From an optimization exercise on the open Yosys and OpenROAD flow, aimed at small area, a short achievable clock period and few clock cycles; shortcuts taken in it are not production practice. Function was checked by simulation only, so behaviour that the tests miss may differ from the original. Power is estimated from default activity; no workload was simulated.

## flow/config.mk

```make
export PLATFORM = sky130hd
export DESIGN_NAME = ww_dec
export DESIGN_NICKNAME = ww_dec
export VERILOG_FILES = /design/flow/design.v
export SDC_FILE = /design/flow/constraint.sdc
export NUM_CORES = 4
export LEC_CHECK = 0
export CAP_MARGIN = 20
export CORE_MARGIN = 2
export CORE_UTILIZATION = 40
export SLEW_MARGIN = 20
export SYNTH_MEMORY_MAX_BITS = 16384
```

## flow/constraint.sdc

```tcl
create_clock -name core_clock -period 6.0 [get_ports {clk}]
set_input_delay 1.2000 -clock core_clock [delete_from_list [all_inputs] [get_ports {clk}]]
set_output_delay 1.2000 -clock core_clock [all_outputs]
set_load 0.01 [all_outputs]
```

## flow/design.v

```verilog
module ww_asc_rom (
    input  wire [7:0] idx,
    output reg  [7:0] sym
);
    always @(*) begin
        case (idx)
            8'd0: sym = 8'd120;    
            8'd1: sym = 8'd121;    
            8'd2: sym = 8'd122;    
            8'd3: sym = 8'd65;    
            8'd4: sym = 8'd66;    
            8'd5: sym = 8'd67;    
            8'd6: sym = 8'd68;    
            8'd7: sym = 8'd69;    
            8'd8: sym = 8'd70;    
            8'd9: sym = 8'd71;    
            8'd10: sym = 8'd72;    
            8'd11: sym = 8'd73;    
            8'd12: sym = 8'd74;    
            8'd13: sym = 8'd75;    
            8'd14: sym = 8'd76;    
            8'd15: sym = 8'd77;    
            8'd16: sym = 8'd78;    
            8'd17: sym = 8'd79;    
            8'd18: sym = 8'd80;    
            8'd19: sym = 8'd81;    
            8'd20: sym = 8'd82;    
            8'd21: sym = 8'd83;    
            8'd22: sym = 8'd84;    
            8'd23: sym = 8'd85;    
            8'd24: sym = 8'd86;    
            8'd25: sym = 8'd87;    
            8'd26: sym = 8'd88;    
            8'd27: sym = 8'd89;    
            8'd28: sym = 8'd90;    
            8'd29: sym = 8'd97;    
            8'd30: sym = 8'd98;    
            8'd31: sym = 8'd99;    
            8'd32: sym = 8'd100;    
            8'd33: sym = 8'd101;    
            8'd34: sym = 8'd102;    
            8'd35: sym = 8'd103;    
            8'd36: sym = 8'd104;    
            8'd37: sym = 8'd105;    
            8'd38: sym = 8'd106;    
            8'd39: sym = 8'd107;    
            8'd40: sym = 8'd108;    
            8'd41: sym = 8'd109;    
            8'd42: sym = 8'd110;    
            8'd43: sym = 8'd111;    
            8'd44: sym = 8'd112;    
            8'd45: sym = 8'd113;    
            8'd46: sym = 8'd114;    
            8'd47: sym = 8'd115;    
            8'd48: sym = 8'd116;    
            8'd49: sym = 8'd117;    
            8'd50: sym = 8'd118;    
            8'd51: sym = 8'd119;    
            8'd52: sym = 8'd48;    
            8'd53: sym = 8'd49;    
            8'd54: sym = 8'd50;    
            8'd55: sym = 8'd51;    
            8'd56: sym = 8'd52;    
            8'd57: sym = 8'd53;    
            8'd58: sym = 8'd54;    
            8'd59: sym = 8'd55;    
            8'd60: sym = 8'd56;    
            8'd61: sym = 8'd57;    
            8'd62: sym = 8'd6;    
            8'd63: sym = 8'd7;    
            8'd64: sym = 8'd8;    
            8'd65: sym = 8'd9;    
            8'd66: sym = 8'd10;    
            8'd67: sym = 8'd11;    
            8'd68: sym = 8'd12;    
            8'd69: sym = 8'd13;    
            8'd70: sym = 8'd14;    
            8'd71: sym = 8'd15;    
            8'd72: sym = 8'd16;    
            8'd73: sym = 8'd17;    
            8'd74: sym = 8'd18;    
            8'd75: sym = 8'd19;    
            8'd76: sym = 8'd20;    
            8'd77: sym = 8'd21;    
            8'd78: sym = 8'd22;    
            8'd79: sym = 8'd23;    
            8'd80: sym = 8'd24;    
            8'd81: sym = 8'd25;    
            8'd82: sym = 8'd26;    
            8'd83: sym = 8'd27;    
            8'd84: sym = 8'd28;    
            8'd85: sym = 8'd29;    
            8'd86: sym = 8'd30;    
            8'd87: sym = 8'd31;    
            8'd88: sym = 8'd32;    
            8'd89: sym = 8'd33;    
            8'd90: sym = 8'd34;    
            8'd91: sym = 8'd35;    
            8'd92: sym = 8'd36;    
            8'd93: sym = 8'd37;    
            8'd94: sym = 8'd38;    
            8'd95: sym = 8'd39;    
            8'd96: sym = 8'd40;    
            8'd97: sym = 8'd41;    
            8'd98: sym = 8'd42;    
            8'd99: sym = 8'd43;    
            8'd100: sym = 8'd44;    
            8'd101: sym = 8'd45;    
            8'd102: sym = 8'd46;    
            8'd103: sym = 8'd47;    
            8'd104: sym = 8'd58;    
            8'd105: sym = 8'd59;    
            8'd106: sym = 8'd60;    
            8'd107: sym = 8'd61;    
            8'd108: sym = 8'd62;    
            8'd109: sym = 8'd63;    
            8'd110: sym = 8'd64;    
            8'd111: sym = 8'd91;    
            8'd112: sym = 8'd92;    
            8'd113: sym = 8'd93;    
            8'd114: sym = 8'd94;    
            8'd115: sym = 8'd95;    
            8'd116: sym = 8'd96;    
            8'd117: sym = 8'd123;    
            8'd118: sym = 8'd124;    
            8'd119: sym = 8'd125;    
            8'd120: sym = 8'd126;    
            8'd121: sym = 8'd127;    
            8'd122: sym = 8'd128;    
            8'd123: sym = 8'd0;    
            8'd124: sym = 8'd1;    
            8'd125: sym = 8'd2;    
            8'd126: sym = 8'd3;    
            8'd127: sym = 8'd4;    
            8'd128: sym = 8'd5;    
            default: sym = 8'd0;
        endcase
    end
endmodule
module ww_fbc_rom (
    input  wire [8:0] idx,
    output reg  [8:0] sym
);
    always @(*) begin
        case (idx)
            9'd0: sym = 9'd97;    
            9'd1: sym = 9'd98;    
            9'd2: sym = 9'd99;    
            9'd3: sym = 9'd100;    
            9'd4: sym = 9'd101;    
            9'd5: sym = 9'd102;    
            9'd6: sym = 9'd103;    
            9'd7: sym = 9'd104;    
            9'd8: sym = 9'd105;    
            9'd9: sym = 9'd106;    
            9'd10: sym = 9'd107;    
            9'd11: sym = 9'd108;    
            9'd12: sym = 9'd109;    
            9'd13: sym = 9'd110;    
            9'd14: sym = 9'd111;    
            9'd15: sym = 9'd112;    
            9'd16: sym = 9'd113;    
            9'd17: sym = 9'd114;    
            9'd18: sym = 9'd115;    
            9'd19: sym = 9'd116;    
            9'd20: sym = 9'd117;    
            9'd21: sym = 9'd118;    
            9'd22: sym = 9'd119;    
            9'd23: sym = 9'd120;    
            9'd24: sym = 9'd121;    
            9'd25: sym = 9'd122;    
            9'd26: sym = 9'd65;    
            9'd27: sym = 9'd66;    
            9'd28: sym = 9'd67;    
            9'd29: sym = 9'd68;    
            9'd30: sym = 9'd69;    
            9'd31: sym = 9'd70;    
            9'd32: sym = 9'd71;    
            9'd33: sym = 9'd72;    
            9'd34: sym = 9'd73;    
            9'd35: sym = 9'd74;    
            9'd36: sym = 9'd75;    
            9'd37: sym = 9'd76;    
            9'd38: sym = 9'd77;    
            9'd39: sym = 9'd78;    
            9'd40: sym = 9'd79;    
            9'd41: sym = 9'd80;    
            9'd42: sym = 9'd81;    
            9'd43: sym = 9'd82;    
            9'd44: sym = 9'd83;    
            9'd45: sym = 9'd84;    
            9'd46: sym = 9'd85;    
            9'd47: sym = 9'd86;    
            9'd48: sym = 9'd87;    
            9'd49: sym = 9'd88;    
            9'd50: sym = 9'd89;    
            9'd51: sym = 9'd90;    
            9'd52: sym = 9'd48;    
            9'd53: sym = 9'd49;    
            9'd54: sym = 9'd50;    
            9'd55: sym = 9'd51;    
            9'd56: sym = 9'd52;    
            9'd57: sym = 9'd53;    
            9'd58: sym = 9'd54;    
            9'd59: sym = 9'd55;    
            9'd60: sym = 9'd56;    
            9'd61: sym = 9'd57;    
            9'd62: sym = 9'd221;    
            9'd63: sym = 9'd222;    
            9'd64: sym = 9'd223;    
            9'd65: sym = 9'd224;    
            9'd66: sym = 9'd225;    
            9'd67: sym = 9'd226;    
            9'd68: sym = 9'd227;    
            9'd69: sym = 9'd228;    
            9'd70: sym = 9'd229;    
            9'd71: sym = 9'd230;    
            9'd72: sym = 9'd231;    
            9'd73: sym = 9'd232;    
            9'd74: sym = 9'd233;    
            9'd75: sym = 9'd234;    
            9'd76: sym = 9'd235;    
            9'd77: sym = 9'd236;    
            9'd78: sym = 9'd237;    
            9'd79: sym = 9'd238;    
            9'd80: sym = 9'd239;    
            9'd81: sym = 9'd240;    
            9'd82: sym = 9'd241;    
            9'd83: sym = 9'd242;    
            9'd84: sym = 9'd243;    
            9'd85: sym = 9'd244;    
            9'd86: sym = 9'd245;    
            9'd87: sym = 9'd246;    
            9'd88: sym = 9'd247;    
            9'd89: sym = 9'd248;    
            9'd90: sym = 9'd249;    
            9'd91: sym = 9'd250;    
            9'd92: sym = 9'd251;    
            9'd93: sym = 9'd252;    
            9'd94: sym = 9'd253;    
            9'd95: sym = 9'd254;    
            9'd96: sym = 9'd255;    
            9'd97: sym = 9'd128;    
            9'd98: sym = 9'd129;    
            9'd99: sym = 9'd130;    
            9'd100: sym = 9'd131;    
            9'd101: sym = 9'd132;    
            9'd102: sym = 9'd133;    
            9'd103: sym = 9'd134;    
            9'd104: sym = 9'd135;    
            9'd105: sym = 9'd136;    
            9'd106: sym = 9'd137;    
            9'd107: sym = 9'd138;    
            9'd108: sym = 9'd139;    
            9'd109: sym = 9'd140;    
            9'd110: sym = 9'd141;    
            9'd111: sym = 9'd142;    
            9'd112: sym = 9'd143;    
            9'd113: sym = 9'd144;    
            9'd114: sym = 9'd145;    
            9'd115: sym = 9'd146;    
            9'd116: sym = 9'd147;    
            9'd117: sym = 9'd148;    
            9'd118: sym = 9'd149;    
            9'd119: sym = 9'd150;    
            9'd120: sym = 9'd151;    
            9'd121: sym = 9'd152;    
            9'd122: sym = 9'd153;    
            9'd123: sym = 9'd154;    
            9'd124: sym = 9'd155;    
            9'd125: sym = 9'd156;    
            9'd126: sym = 9'd157;    
            9'd127: sym = 9'd158;    
            9'd128: sym = 9'd159;    
            9'd129: sym = 9'd160;    
            9'd130: sym = 9'd161;    
            9'd131: sym = 9'd162;    
            9'd132: sym = 9'd163;    
            9'd133: sym = 9'd164;    
            9'd134: sym = 9'd165;    
            9'd135: sym = 9'd166;    
            9'd136: sym = 9'd167;    
            9'd137: sym = 9'd168;    
            9'd138: sym = 9'd169;    
            9'd139: sym = 9'd170;    
            9'd140: sym = 9'd171;    
            9'd141: sym = 9'd172;    
            9'd142: sym = 9'd173;    
            9'd143: sym = 9'd174;    
            9'd144: sym = 9'd175;    
            9'd145: sym = 9'd176;    
            9'd146: sym = 9'd177;    
            9'd147: sym = 9'd178;    
            9'd148: sym = 9'd179;    
            9'd149: sym = 9'd180;    
            9'd150: sym = 9'd181;    
            9'd151: sym = 9'd182;    
            9'd152: sym = 9'd183;    
            9'd153: sym = 9'd184;    
            9'd154: sym = 9'd185;    
            9'd155: sym = 9'd186;    
            9'd156: sym = 9'd187;    
            9'd157: sym = 9'd188;    
            9'd158: sym = 9'd189;    
            9'd159: sym = 9'd190;    
            9'd160: sym = 9'd191;    
            9'd161: sym = 9'd192;    
            9'd162: sym = 9'd193;    
            9'd163: sym = 9'd194;    
            9'd164: sym = 9'd195;    
            9'd165: sym = 9'd196;    
            9'd166: sym = 9'd197;    
            9'd167: sym = 9'd198;    
            9'd168: sym = 9'd199;    
            9'd169: sym = 9'd200;    
            9'd170: sym = 9'd201;    
            9'd171: sym = 9'd202;    
            9'd172: sym = 9'd203;    
            9'd173: sym = 9'd204;    
            9'd174: sym = 9'd205;    
            9'd175: sym = 9'd206;    
            9'd176: sym = 9'd207;    
            9'd177: sym = 9'd208;    
            9'd178: sym = 9'd209;    
            9'd179: sym = 9'd210;    
            9'd180: sym = 9'd211;    
            9'd181: sym = 9'd212;    
            9'd182: sym = 9'd213;    
            9'd183: sym = 9'd214;    
            9'd184: sym = 9'd215;    
            9'd185: sym = 9'd216;    
            9'd186: sym = 9'd217;    
            9'd187: sym = 9'd218;    
            9'd188: sym = 9'd219;    
            9'd189: sym = 9'd220;    
            9'd190: sym = 9'd256;    
            9'd191: sym = 9'd0;    
            9'd192: sym = 9'd1;    
            9'd193: sym = 9'd2;    
            9'd194: sym = 9'd3;    
            9'd195: sym = 9'd4;    
            9'd196: sym = 9'd5;    
            9'd197: sym = 9'd6;    
            9'd198: sym = 9'd7;    
            9'd199: sym = 9'd8;    
            9'd200: sym = 9'd9;    
            9'd201: sym = 9'd10;    
            9'd202: sym = 9'd11;    
            9'd203: sym = 9'd12;    
            9'd204: sym = 9'd13;    
            9'd205: sym = 9'd14;    
            9'd206: sym = 9'd15;    
            9'd207: sym = 9'd16;    
            9'd208: sym = 9'd17;    
            9'd209: sym = 9'd18;    
            9'd210: sym = 9'd19;    
            9'd211: sym = 9'd20;    
            9'd212: sym = 9'd21;    
            9'd213: sym = 9'd22;    
            9'd214: sym = 9'd23;    
            9'd215: sym = 9'd24;    
            9'd216: sym = 9'd25;    
            9'd217: sym = 9'd26;    
            9'd218: sym = 9'd27;    
            9'd219: sym = 9'd28;    
            9'd220: sym = 9'd29;    
            9'd221: sym = 9'd30;    
            9'd222: sym = 9'd31;    
            9'd223: sym = 9'd32;    
            9'd224: sym = 9'd33;    
            9'd225: sym = 9'd34;    
            9'd226: sym = 9'd35;    
            9'd227: sym = 9'd36;    
            9'd228: sym = 9'd37;    
            9'd229: sym = 9'd38;    
            9'd230: sym = 9'd39;    
            9'd231: sym = 9'd40;    
            9'd232: sym = 9'd41;    
            9'd233: sym = 9'd42;    
            9'd234: sym = 9'd43;    
            9'd235: sym = 9'd44;    
            9'd236: sym = 9'd45;    
            9'd237: sym = 9'd46;    
            9'd238: sym = 9'd47;    
            9'd239: sym = 9'd58;    
            9'd240: sym = 9'd59;    
            9'd241: sym = 9'd60;    
            9'd242: sym = 9'd61;    
            9'd243: sym = 9'd62;    
            9'd244: sym = 9'd63;    
            9'd245: sym = 9'd64;    
            9'd246: sym = 9'd91;    
            9'd247: sym = 9'd92;    
            9'd248: sym = 9'd93;    
            9'd249: sym = 9'd94;    
            9'd250: sym = 9'd95;    
            9'd251: sym = 9'd96;    
            9'd252: sym = 9'd123;    
            9'd253: sym = 9'd124;    
            9'd254: sym = 9'd125;    
            9'd255: sym = 9'd126;    
            9'd256: sym = 9'd127;    
            default: sym = 9'd0;
        endcase
    end
endmodule
module ww_dec (
    input  wire        clk,
    input  wire        rst,
    input  wire        in_valid,
    input  wire [7:0]  in_data,
    output wire        in_ready,
    output wire        out_valid,
    input  wire        out_ready,
    output wire [1:0]  out_kind,
    output wire        out_end,
    output wire [31:0] out_data
);
    localparam [2:0] S_TAG  = 3'd0,    
                     S_ASC  = 3'd1,    
                     S_UTF  = 3'd2,    
                     S_RAW  = 3'd3,    
                     S_IPFX = 3'd4,    
                     S_IPAY = 3'd5;    
    reg  [7:0] hold_byte;
    reg        hold_valid;
    reg  [7:0] sh;
    reg  [3:0] sh_n;               
    assign in_ready = !hold_valid;
    reg  [2:0]  state;
    reg  [1:0]  kind;              
    reg  [31:0] acc;               
    reg  [5:0]  nacc_bits;         
    reg  [1:0]  pfx;               
    reg  [5:0]  pay_w;             
    reg  [31:0] count;             
    reg         ov;
    reg  [1:0]  okind;
    reg         oend;
    reg  [31:0] odata;
    assign out_valid = ov;
    assign out_kind  = okind;
    assign out_end   = oend;
    assign out_data  = odata;
    wire        bit_in = sh[7];
    wire        step   = (sh_n != 4'd0) && (!ov || out_ready);
    wire [31:0] acc_nx  = {acc[30:0], bit_in};
    wire [5:0]  bits_nx = nacc_bits + 6'd1;
    wire [10:0] code    = acc_nx[10:0];
    reg         asc_hit;
    reg  [7:0]  asc_idx;
    always @(*) begin
        asc_hit = 1'b0;
        asc_idx = 8'd0;
        case (bits_nx)
            6'd5:  if (code < 11'd3)                       begin asc_hit = 1'b1; asc_idx = code[7:0]; end
            6'd6:  if (code >= 11'd6    && code < 11'd55)   begin asc_hit = 1'b1; asc_idx = 8'd3   + (code[7:0] - 8'd6); end
            6'd7:  if (code >= 11'd110  && code < 11'd120)  begin asc_hit = 1'b1; asc_idx = 8'd52  + (code[7:0] - 8'd110); end
            6'd10: if (code >= 11'd960  && code < 11'd1021) begin asc_hit = 1'b1; asc_idx = 8'd62  + (code[7:0] - 8'd192); end
            6'd11: if (code >= 11'd2042)                    begin asc_hit = 1'b1; asc_idx = 8'd123 + (code[7:0] - 8'd250); end
            default: ;
        endcase
    end
    reg         fbc_hit;
    reg  [8:0]  fbc_idx;
    always @(*) begin
        fbc_hit = 1'b0;
        fbc_idx = 9'd0;
        case (bits_nx)
            6'd6:  if (code < 11'd26)                       begin fbc_hit = 1'b1; fbc_idx = code[8:0]; end
            6'd7:  if (code >= 11'd52   && code < 11'd78)   begin fbc_hit = 1'b1; fbc_idx = 9'd26  + (code[8:0] - 9'd52); end
            6'd8:  if (code >= 11'd156  && code < 11'd201)  begin fbc_hit = 1'b1; fbc_idx = 9'd52  + (code[8:0] - 9'd156); end
            6'd9:  if (code >= 11'd402  && code < 11'd495)  begin fbc_hit = 1'b1; fbc_idx = 9'd97  + (code[8:0] - 9'd402); end
            6'd10: if (code == 11'd990)                     begin fbc_hit = 1'b1; fbc_idx = 9'd190; end
            6'd11: if (code >= 11'd1982)                    begin fbc_hit = 1'b1; fbc_idx = 9'd191 + (code[8:0] - 9'd446); end
            default: ;
        endcase
    end
    wire [7:0] asc_sym;
    wire [8:0] fbc_sym;
    ww_asc_rom u_asc (.idx(asc_idx), .sym(asc_sym));
    ww_fbc_rom u_fbc (.idx(fbc_idx), .sym(fbc_sym));
    always @(posedge clk) begin
        if (rst) begin
            hold_valid <= 1'b0;
            sh_n       <= 4'd0;
            state      <= S_TAG;
            kind       <= 2'd0;
            acc        <= 32'd0;
            nacc_bits  <= 6'd0;
            pfx        <= 2'd0;
            pay_w      <= 6'd0;
            count      <= 32'd0;
            ov         <= 1'b0;
        end else begin
            if (step)
                sh <= {sh[6:0], 1'b0};
            if ((sh_n == 4'd0 || (step && sh_n == 4'd1)) && hold_valid) begin
                sh         <= hold_byte;
                sh_n       <= 4'd8;
                hold_valid <= 1'b0;
            end else if (step) begin
                sh_n <= sh_n - 4'd1;
            end
            if (in_valid && in_ready) begin
                hold_byte  <= in_data;
                hold_valid <= 1'b1;
            end
            if (ov && out_ready)
                ov <= 1'b0;
            if (step) begin
                acc       <= acc_nx;
                nacc_bits <= bits_nx;
                case (state)
                    S_TAG: begin
                        if (!bit_in || bits_nx == 6'd3) begin
                            acc       <= 32'd0;
                            nacc_bits <= 6'd0;
                            count     <= 32'd0;
                            case (bits_nx)
                                6'd1:    begin kind <= 2'd0; state <= S_ASC; end
                                6'd2:    begin kind <= 2'd1; state <= S_UTF; end
                                default: begin
                                    if (!bit_in) begin kind <= 2'd2; state <= S_RAW; end
                                    else begin kind <= 2'd3; state <= S_IPFX; pfx <= 2'd0; end
                                end
                            endcase
                        end
                    end
                    S_ASC: begin
                        if (asc_hit) begin
                            acc       <= 32'd0;
                            nacc_bits <= 6'd0;
                            ov        <= 1'b1;
                            okind     <= kind;
                            if (asc_sym == 8'd128) begin
                                oend  <= 1'b1;
                                odata <= count;
                                state <= S_TAG;
                            end else begin
                                oend  <= 1'b0;
                                odata <= {24'd0, asc_sym};
                                count <= count + 32'd1;
                            end
                        end
                    end
                    S_UTF: begin
                        if (fbc_hit) begin
                            acc       <= 32'd0;
                            nacc_bits <= 6'd0;
                            ov        <= 1'b1;
                            okind     <= kind;
                            if (fbc_sym == 9'd256) begin
                                oend  <= 1'b1;
                                odata <= count;
                                state <= S_TAG;
                            end else begin
                                oend  <= 1'b0;
                                odata <= {24'd0, fbc_sym[7:0]};
                                count <= count + 32'd1;
                            end
                        end
                    end
                    S_RAW: begin
                        if (bits_nx == 6'd8) begin
                            acc       <= 32'd0;
                            nacc_bits <= 6'd0;
                            ov        <= 1'b1;
                            okind     <= kind;
                            if (acc_nx[7:0] == 8'd0) begin
                                oend  <= 1'b1;
                                odata <= count;
                                state <= S_TAG;
                            end else begin
                                oend  <= 1'b0;
                                odata <= {24'd0, acc_nx[7:0]};
                                count <= count + 32'd1;
                            end
                        end
                    end
                    S_IPFX: begin
                        acc       <= 32'd0;
                        nacc_bits <= 6'd0;
                        if (!bit_in) begin
                            state <= S_IPAY;
                            case (pfx)
                                2'd0:    pay_w <= 6'd4;
                                2'd1:    pay_w <= 6'd8;
                                default: pay_w <= 6'd16;
                            endcase
                        end else if (pfx == 2'd2) begin
                            state <= S_IPAY;
                            pay_w <= 6'd32;
                        end else begin
                            pfx <= pfx + 2'd1;
                        end
                    end
                    S_IPAY: begin
                        if (bits_nx == pay_w) begin
                            acc       <= 32'd0;
                            nacc_bits <= 6'd0;
                            ov        <= 1'b1;
                            okind     <= kind;
                            oend      <= 1'b1;
                            odata     <= acc_nx;
                            state     <= S_TAG;
                        end
                    end
                    default: state <= S_TAG;
                endcase
            end
        end
    end
endmodule
```

## flow/run.sh

```bash
#!/bin/bash
# synth_recipe.tcl (not shown) runs the flow's synth.tcl, then flattens the netlist and writes it again
# the make line also repeats each setting of config.mk as NAME=value (left out here)
make -C /OpenROAD-flow-scripts/flow DESIGN_CONFIG=/design/flow/config.mk WORK_HOME=/design/flow/orfs CLKGATE_MAP_FILE= SYNTH_SCRIPT=/design/flow/synth_recipe.tcl finish
```

==> flow_summary.ini <==
[place]
dpl_worst_slack_ns = 0.5302
dp.final_hpwl_um = 24360
portBuffers = 48
routabilityCongestion = 0.9685

[synth]
seq_area_frac_synth = 0.3068
synth_cell_type_count = 109
synth_area_leader_cell = dfxtp_1
synthesis.area_per_instance_um2 = 8.220
postSynthNetCount = 1347
synth_flop_cell = dfxtp_1
synth_edf_count = 51
synth_top_cells_by_area = dfxtp_1 (16%), edfxtp_1 (14%), ha_1 (5.3%)
async_flop_share = 0
synthesis.instances = 1290
postSynthRegisterBits = 137
yosys_warnings = 3
mappedNetlistArea_um2 = 10600
synth_largest_type_area_fraction = 0.1624

[floorplan]
core_area_um2 = 26060
boundaryPins = 49
die_x_um = 166.8
row_count = 59
die_h_um = 166.8
initial_utilization = 0.4069
fp.dieArea_um2 = 27830

[layout]
drive_gt1_frac = 0.1131
num-nets-final = 1353
finished_core_util = 0.4581
filler_cell_count = 2613
antenna_cells_inserted = 0
area.growth.synth_to_final_pct = 12.58

[timing]
final_hold_violations = 0
final.setup.tns_ns = 0
fin_skew_ns = 0.01640
timing.final.crit_period_ns = 5.508
finalWorstSetupSlack_ns = 0.4924
grt_setup_unrepaired = false
period_utilization = 0.9179
relSlewSlack = 0.2727
worst-slew-pin-transition_ns = 1.091
finalMaxSlewViolations = 0
clock.fmax_ghz = 0.1816
finalSetupViolCount = 0

[routing]
route.final.wire_length_um = 34790
drcViolationCount = 0
first_iter_violations = 1503
drt_first_pass_iters = 8
route.vias.total = 10640
antenna_violating_nets_post_route = 0
routed_wire_length_per_instance_um = 21.16
met2RoutedLength_um = 15500
wl_met1_um = 15660
met3_length_um = 2598
routed.top_layer = met4
viasPerCell = 6.472

[global_routing]
grt_antenna_before_repair = 0
vias_in_the_first_global_route = 9936
globalRouteTotalUtil = 0.2477
maximum_number_of_pins_on_one_net_before_global_route_repair = 55
grt_first_pass_wirelength_um = 55880
overflow = 0

[clock_tree]
cts_made_buffers = 17
clk_transition_reported_paths_ns = 0.07
cts_root_buf = clkbuf_16
postCtsSetupBuffers = 0
tritoncts = built
cts_buffer_depth = 2
numClockSinks = 137
htree_levels = 4
clkLatencyLatePin_ns = 0.43

[power]
cellPowerDensity_nw_per_um2 = 317.3
combinationalPowerShare = 0.426
p_sw_frac = 0.4282
part_of_the_total_power_dissipated_in_the_clock_network = 0.272
vdd_drop_max_v = 0.0002275
p_leak_nw = 4.180
power.internal_mw = 2.166
flop_pwr_share = 0.301
netSwitchingPower_mw = 1.622

[job]
cap_violations = 0

[critical_path]
startpoint_type = register
critPathKind = reg -> reg
crit_fanout = 27
crit_arrival_ns = 5.83
crit_path_end_kind = register
required_time_reported_for_the_critical_path_endpoint_ns = 6.32

[hold_path]
worst_hold_path_type = reg -> reg

[status]
outcome = timing/DRC/antenna clean
-- critical path, cell delays in order (launching register included) --
cell and delay, ns:
dfxtp_1 0.33, buf_4 0.29, ha_1 0.36, nand3_2 0.16
o211ai_1 0.59, o2bb2ai_1 0.15, a221oi_1 0.49, o32ai_2 0.25
nor2_2 0.51, clkinv_2 0.42, o21ai_1 0.34, a2111oi_4 0.10
o211ai_2 0.38, o311a_1 0.26, buf_4 0.31, o211ai_1 0.15
a32o_1 0.28
-- power groups by stage --
stage | Clock (mW) | Combinational [mW] | Sequential (mW)
2_1_floorplan | 0 | 1.15 | 1.13
6_report | 1.03 | 1.62 | 1.14
3_3_place_gp | 0 | 1.56 | 1.16
5_1_grt | 1.09 | 1.76 | 1.15
4_1_cts | 1.05 | 1.58 | 1.14
3_5_place_dp | 0 | 1.57 | 1.16
-- path summary, 6_finish.rpt --
| kind | startpoint | to | slack, ns | cells after the start |
|---|---|---|---|---|
| worst min-delay path | kind[1] | okind[1] | 0.46 | 0 |
| worst max register to register | acc[3] | count[2] | 0.49 | 16 |
| worst min register to register | kind[1] | okind[1] | 0.46 | 0 |
| worst max-delay path | acc[3] | count[2] | 0.49 | 16 |
-- layer usage --
layer | up-vias | global-route usage
met5 | - | 0
met4 | 0 | 0.09070
met1 | 5081 | 0.3458
li1 | 4926 | -
met3 | 102 | 0.04515
met2 | 531 | 0.3820
-- metrics by stage --
step / cells / total power, mW / instance area, um^2 / hold slack (ns)
2_1_floorplan: 1290 / 2.278 / 10610 / 0.4076
3_3_place_gp: 1612 / 2.719 / 11360 / 0.4379
3_5_place_dp: 1612 / 2.725 / 11360 / 0.4347
4_1_cts: 1644 / 3.773 / 11940 / 0.4530
5_1_grt: 1644 / 4.001 / 11940 / 0.4665
6_report: 1644 / 3.787 / 11940 / 0.4575
-- final cells by class --
cell class / count / area [um^2] / area share
clock inverter: 13 / 118.9 / 0.009957
sequential: 137 / 3253 / 0.2725
inverter: 52 / 197.7 / 0.01656
tap: 335 / 419.2 / 0.03511
multi-input combinational: 996 / 6689 / 0.5603
timing repair buffer: 92 / 805.8 / 0.06750
clock buffer: 19 / 454.2 / 0.03805
-- repair_timing --
action / 4_1_cts / 5_1_grt
gates resized for setup: 0 / 1
setup endpoints to repair: 0 / 26
hold buffers: 0 / 0
-- kinds of logic (layout without fill, tap and decap cells) --
group                    count (synthesis)  count (layout)  synth area share
AND/OR/NAND/NOR                        489             489            0.2365
multiplexers                            17              17           0.01746
AO/OA/AOI/OAI                          412             412            0.2940
flip-flops                             137             137            0.3068
buffers and inverters                  157             176           0.06478
XOR/XNOR                                32              32           0.02643
adder cells (fa/ha/maj)                 46              46           0.05404
-- registers in the layout, indices dropped and copies added (netlist names) --
| signal | count |
|---|---|
| sh_n | 4 |
| sh | 8 |
| pfx | 2 |
| acc | 31 |
| kind | 2 |
| state | 3 |
| nacc_bits | 6 |
| ov | 1 |
| pay_w | 4 |
| oend | 1 |
| count | 32 |
| hold_valid | 1 |
| hold_byte | 8 |
| okind | 2 |
| odata | 32 |
-- synthesized netlist by cell type (8+ instances only) --
cell type and instances:
xnor2_1 26, nand2b_1 12, nor4_1 19, nor2_1 124, edfxtp_1 51, a211o_1 9
nor3_1 51, or3_1 13, and3_1 22, buf_1 8, a31o_2 12, a32o_1 19
o21ai_0 45, clkbuf_1 58, buf_2 31, a211oi_1 11, mux2_2 8, inv_1 48
nand3_1 70, mux2i_1 8, o31ai_1 8, a22o_1 27, o211ai_1 24, ha_1 45
a21oi_1 71, nand2_1 94, nand4_1 24, a21o_1 19, a31oi_1 20, dfxtp_1 86
a22oi_1 35
-- cell usage in the layout (no fill, tap or decap), types with 27 or more instances in the layout --
cell type,n
nor2_1,124
nand2_1,94
dfxtp_1,86
nand3_1,70
a21oi_1,70
nor3_1,51
edfxtp_1,51
inv_1,48
clkdlybuf4s50_1,47
o21ai_0,45
ha_1,45
buf_4,44
a22oi_1,35
a22o_1,27
Testbench counts, summed over its fixed seeds: cycles 51,684.

==> static timing again, ports no longer ideal <==
The flow's constraints put no driver on any port. The routed layout listed below was extracted and timed again, unchanged, in two steps. Step 1, drivers: a clkbuf_16 drives clk and a buf_2 each remaining input, both assumed. Step 2 moves the port delays by t, midway between the first and last clock arrival at a register: inputs arrive t later, outputs are due t later. That takes back most of the time a late clock gives input paths. Three values: ideal ports, drivers, drivers and shift; two values: the first two.
t, ns: 0.473
setup slack, ns: 0.492 / 0.492 / 0.492
worst setup path at the end: register to register
slew at the worst register clock pin (ns): 0.07 / 0.07
worst slew at a driven data input, ns: 0.03
After both steps setup and hold are still met in this run. The setup slack of this run moves by 0.000 ns with the drivers and by 0.000 ns with both steps.
